Source: an optimization exercise on an open RTL-to-GDS flow (aim: small area, a short achievable clock period and few clock cycles). Production flows keep margins and buffers that such runs may drop.
At most, simulation tests tie the RTL to the original design; equivalence was not proved.
Power figures rest on the tool's default switching activity, not on a simulated workload.

## pft_lzd
module pft_lzd (
    input  wire        clk,
    input  wire        rst,           
    input  wire [7:0]  reg_addr,      
    input  wire        reg_we,
    input  wire [31:0] reg_wdata,
    output reg  [31:0] reg_rdata,
    output wire        irq,
    output reg         buf_en,
    output reg         buf_we,
    output reg  [16:0] buf_addr,
    output reg  [7:0]  buf_wdata,
    input  wire [7:0]  buf_rdata,
    output reg         out_re,
    output reg  [24:0] out_raddr,
    input  wire [7:0]  out_rdata,
    output reg         out_we,
    output reg  [24:0] out_waddr,
    output reg  [7:0]  out_wdata
);
    localparam [3:0] F_ALIGN   = 4'd2;
    localparam [3:0] F_OOB     = 4'd3;
    localparam [3:0] F_CSUM    = 4'd4;
    localparam [3:0] F_NOSIG   = 4'd5;
    localparam [3:0] F_OVERSZ  = 4'd6;
    localparam [3:0] F_INCOMPL = 4'd7;
    localparam [3:0] F_ZEROOFF = 4'd8;
    localparam [3:0] F_NOTRL   = 4'd9;
    localparam [3:0] F_OUTCAP  = 4'd10;
    localparam [3:0] F_OFFBEF  = 4'd11;
    localparam [3:0] F_ILLCMD  = 4'd12;
    localparam [4:0]
        S_IDLE  = 5'd0,
        S_CMD   = 5'd1,    
        S_CK    = 5'd2,    
        S_CKE   = 5'd3,    
        S_HDR   = 5'd4,    
        S_HDR1  = 5'd5,    
        S_HDRC  = 5'd6,    
        S_RAWC  = 5'd7,    
        S_RAW   = 5'd8,    
        S_RSKIP = 5'd9,    
        S_TOK   = 5'd10,   
        S_MSK1  = 5'd11,   
  ...
Size: about 0.045 sq mm of cells after synthesis.
export LEC_CHECK = 0
export CAP_MARGIN = 20
export CORE_MARGIN = 2
export CORE_UTILIZATION = 35
export CTS_CLUSTER_DIAMETER = 110
export CTS_CLUSTER_SIZE = 24
export PLACE_DENSITY_LB_ADDON = 0.2
export SETUP_SLACK_MARGIN = 3
export SLEW_MARGIN = 20
create_clock -name core_clock -period 12.0 [get_ports {clk}]
standard.sh (not shown) runs the stock make flow with config.mk's settings and CLKGATE_MAP_FILE= SYNTH_SCRIPT=/design/flow/synth_recipe.tcl, a recipe that flattens the netlist after the stock synthesis.
==> flow/flow/run.sh <==
#!/bin/bash
# Own flow: the standard layout (standard.sh, unchanged synthesis), with the
# port buffers made of sky130_fd_sc_hd__buf_1 instead of the delay buffer that
# buffer_ports picks by default (every port still gets its own buffer), and
# timing repair allowed to change a cell's footprint (MATCH_CELL_FOOTPRINT=0;
# detailed placement runs after every repair).
set -euo pipefail
W=$(pwd)
sed 's#^make -C \(.*\) "\${@:-finish}"$#make -C \1 "BUFFER_PORTS_ARGS=-buffer_cell sky130_fd_sc_hd__buf_1" MATCH_CELL_FOOTPRINT=0 "${@:-finish}"#' standard.sh > own_standard.sh
grep -q 'MATCH_CELL_FOOTPRINT=0' own_standard.sh
bash own_standard.sh finish > make_finish.log 2>&1
test -s out/final.def
Testbench counts at the start, summed over its fixed seeds: cycles 425,930.
Edit:
- PLACE_DENSITY_LB_ADDON: 0.2 -> not set
- SETUP_SLACK_MARGIN: 3 -> 3.2
Register-to-register slack improved by 0.08 ns.
Synthesized area does not change.
Design area went up by about 1.3%.

* * *

exp/raven:
pft_lzd again, from the RTL that the note above started with.
// pft_lzd
module pft_lzd (
    input  wire        clk,
    input  wire        rst,           
    input  wire [7:0]  reg_addr,      
    input  wire        reg_we,
    input  wire [31:0] reg_wdata,
    output reg  [31:0] reg_rdata,
    output wire        irq,
    output reg         buf_en,
    output reg         buf_we,
    output reg  [16:0] buf_addr,
    output reg  [7:0]  buf_wdata,
    input  wire [7:0]  buf_rdata,
    output reg         out_re,
    output reg  [24:0] out_raddr,
    input  wire [7:0]  out_rdata,
    output reg         out_we,
    output reg  [24:0] out_waddr,
    output reg  [7:0]  out_wdata
);
    localparam [3:0] F_ALIGN   = 4'd2;
    localparam [3:0] F_OOB     = 4'd3;
    localparam [3:0] F_CSUM    = 4'd4;
    localparam [3:0] F_NOSIG   = 4'd5;
    localparam [3:0] F_OVERSZ  = 4'd6;
    localparam [3:0] F_INCOMPL = 4'd7;
    localparam [3:0] F_ZEROOFF = 4'd8;
    localparam [3:0] F_NOTRL   = 4'd9;
    localparam [3:0] F_OUTCAP  = 4'd10;
    localparam [3:0] F_OFFBEF  = 4'd11;
    localparam [3:0] F_ILLCMD  = 4'd12;
    localparam [4:0]
        S_IDLE  = 5'd0,
        S_CMD   = 5'd1,    
        S_CK    = 5'd2,    
        S_CKE   = 5'd3,    
        S_HDR   = 5'd4,    
        S_HDR1  = 5'd5,    
        S_HDRC  = 5'd6,    
        S_RAWC  = 5'd7,    
        S_RAW   = 5'd8,    
        S_RSKIP = 5'd9,    
        S_TOK   = 5'd10,   
        S_MSK1  = 5'd11,   
        S_CP1   = 5'd12,   
        S_EXT   = 5'd13,   
        S_CPC   = 5'd14,   
        S_CPY   = 5'd15,   
        S_TRL   = 5'd16,   
        S_TRL1  = 5'd17,   
        S_IV    = 5'd18,   
        S_XC    = 5'd19,   
        S_XR    = 5'd20,   
        S_XW    = 5'd21;   
    reg  [4:0]  state;
    reg  [1:0]  ctrl_op;
    reg         ctrl_endian;
    reg         ctrl_ie;
    reg         st_done;
    reg         st_err;
    reg  [3:0]  err_code;     
    reg         errf;         
  ...
export LEC_CHECK = 0
export CAP_MARGIN = 20
export CORE_MARGIN = 2
export CORE_UTILIZATION = 35
export CTS_CLUSTER_DIAMETER = 100
export CTS_CLUSTER_SIZE = 28
export SETUP_SLACK_MARGIN = 3
export SLEW_MARGIN = 20
create_clock -name core_clock -period 12.0 [get_ports {clk}]
Scripts as last shown in full above: flow/flow/run.sh
exp/raven ran to completion and came out clean on the timing, design-rule and antenna checks.
Testbench counts of exp/raven, summed over its fixed seeds: cycles 425,930.
[inputs] exp/onyx vs exp/raven
# exp/raven
export LEC_CHECK = 0
export CAP_MARGIN = 20
export CORE_MARGIN = 2
export CORE_UTILIZATION = 35
export CTS_CLUSTER_DIAMETER = 100
export CTS_CLUSTER_SIZE = 28
export SETUP_SLACK_MARGIN = 3
export SLEW_MARGIN = 20
create_clock -name core_clock -period 12.0 [get_ports {clk}]
# exp/onyx
export LEC_CHECK = 0
export CAP_MARGIN = 20
export CORE_MARGIN = 2
export CORE_UTILIZATION = 35
export CTS_BUF_LIST = sky130_fd_sc_hd__clkbuf_4 sky130_fd_sc_hd__clkbuf_8
export SETUP_SLACK_MARGIN = 3
export SLEW_MARGIN = 20
create_clock -name core_clock -period 12.0 [get_ports {clk}]
==> flow/flow/run.sh <==
#!/bin/bash
# Own flow: the standard layout (standard.sh, unchanged synthesis), with the
# port buffers made of sky130_fd_sc_hd__buf_4 instead of the delay buffer that
# buffer_ports picks by default. Every port still gets its own buffer.
set -euo pipefail
W=$(pwd)
sed 's#^make -C \(.*\) "\${@:-finish}"$#make -C \1 "BUFFER_PORTS_ARGS=-buffer_cell sky130_fd_sc_hd__buf_4" "${@:-finish}"#' standard.sh > own_standard.sh
grep -q 'BUFFER_PORTS_ARGS=-buffer_cell sky130_fd_sc_hd__buf_4' own_standard.sh
bash own_standard.sh finish > make_finish.log 2>&1
test -s out/final.def
Result for exp/onyx and exp/raven: all clean. exp/onyx against exp/raven; maximum resistive drop on vdd is up by a few percent. Final cell count without fillers was higher in the run labelled exp/onyx. exp/raven → exp/onyx: placed standard-cell area increased by 690 um2 relative to the old numbers, internal power component went up about 9%.

* * *

Another version of the RTL of pft_lzd (not shown whole).
For scale: ~5800 cells after synthesis, about 180 I/O pins.
Settings: LEC_CHECK=0, CAP_MARGIN=20, CORE_MARGIN=2, CORE_UTILIZATION=35, SETUP_SLACK_MARGIN=2.5, SLEW_MARGIN=20; clock period 12.0 ns.
run.sh (not shown) runs the stock make flow with config.mk's settings and CLKGATE_MAP_FILE= SYNTH_SCRIPT=/design/flow/synth_recipe.tcl, a recipe that flattens the netlist after the stock synthesis.
Stock flow here: none of the scripts above is used.
Rerun with:
--- a/flow/config.mk
+++ b/flow/config.mk
@@ -10,3 +10,3 @@
 export CORE_UTILIZATION = 35
-export SETUP_SLACK_MARGIN = 2.5
+export SETUP_SLACK_MARGIN = 3
 export SLEW_MARGIN = 20
=> Synthesized area stays the same; routed wire length climbs by 1.4%; combinational power climbs by about 10%; hold slack loses 0.0031 ns; non-clock buffer count climbs by 70; worst setup slack gains 0.34 ns; register-to-register slack gains 0.53 ns; cell count climbs by 0.85%; synthesized cell count is unchanged; first-iteration DRC count drops by 2.1%; via count stays flat.
Rerun with:
==> flow/flow/run.sh (new file) <==
#!/bin/bash
# Own flow: the standard layout (standard.sh, unchanged synthesis), with the
# port buffers made of sky130_fd_sc_hd__buf_4 instead of the delay buffer that
# buffer_ports picks by default. Every port still gets its own buffer.
set -euo pipefail
W=$(pwd)
sed 's#^make -C \(.*\) "\${@:-finish}"$#make -C \1 "BUFFER_PORTS_ARGS=-buffer_cell sky130_fd_sc_hd__buf_4" "${@:-finish}"#' standard.sh > own_standard.sh
grep -q 'BUFFER_PORTS_ARGS=-buffer_cell sky130_fd_sc_hd__buf_4' own_standard.sh
bash own_standard.sh finish > make_finish.log 2>&1
test -s out/final.def
==> flow/standard.sh (new file) <==
#!/bin/bash
# synth_recipe.tcl (not shown) runs the flow's synth.tcl, then flattens the netlist and writes it again
# the make line also repeats each setting of config.mk as NAME=value (left out here)
make -C /OpenROAD-flow-scripts/flow DESIGN_CONFIG=/design/flow/config.mk WORK_HOME=/design/flow/orfs CLKGATE_MAP_FILE= SYNTH_SCRIPT=/design/flow/synth_recipe.tcl "${@:-finish}"
--- a/flow/config.mk
+++ b/flow/config.mk
@@ -10,3 +10,3 @@
 export CORE_UTILIZATION = 35
-export SETUP_SLACK_MARGIN = 3
+export SETUP_SLACK_MARGIN = 4
 export SLEW_MARGIN = 20
removed: flow/run.sh
What happened:
- utilization rose by 1.3 points
- critical path depth rose by 11
- via count rose slightly
- synthesized cell count is unchanged
- register-to-register slack improves by 0.87 ns
- power rose by roughly a tenth
Rerun with:
--- a/flow/config.mk
+++ b/flow/config.mk
@@ -10,3 +10,3 @@
 export CORE_UTILIZATION = 35
-export SETUP_SLACK_MARGIN = 4
+export SETUP_SLACK_MARGIN = 3
 export SLEW_MARGIN = 20
Effect: Power went down by 15%; final cell count went down by 1.8%; routed wire length went down by 2.9%; clock skew is about the same.
No functional check of the RTL was part of any run of this note.

## afterwards: timing with drivers on the ports
How much do the figures lean on ideal ports? The routed layouts below were timed once more, with nothing changed but the port constraints.
Step 1, drivers: a clkbuf_16 drives clk and a buf_2 each remaining input, both assumed.
Step 2, shift: input delay + t, output delay - t, t = (earliest + latest rising clock arrival at the registers) / 2. This alone moves slack from input paths to output paths.
a / b / c = ideal / step 1 / step 2; a / b = the first two.
| run | shift t [ns] | slack for setup (ns) | worst setup path after step 2 | worst data-port slew with drivers (ns) |
|---|---|---|---|---|
| the first run of note 1 | 0.726 | 3.126 / 3.053 / 2.990 | input to register | 0.15 |
| the second run of note 1 | 0.699 | 3.044 / 2.922 / 2.922 | input to output | 0.18 |
| exp/raven | 0.728 | 3.139 / 3.094 / 3.094 | input to output | 0.11 |
| exp/onyx | 0.939 | 2.987 / 2.954 / 2.954 | input to output | 0.08 |
| the first run of note 3 | 0.768 | 2.588 / 2.496 / 2.496 | input to output | 0.13 |
| the second run of note 3 | 0.764 | 2.925 / 2.900 / 2.900 | input to output | 0.07 |
| the third run of note 3 | 0.784 | 3.063 / 2.983 / 2.983 | input to output | 0.11 |
| the fourth run of note 3 | 0.763 | 3.048 / 2.970 / 2.970 | input to output | 0.11 |
After both steps setup and hold are still met in every run listed. The setup slack of the first run of note 1, which loses most, moves by -0.073 ns with the drivers and by -0.136 ns with both steps.
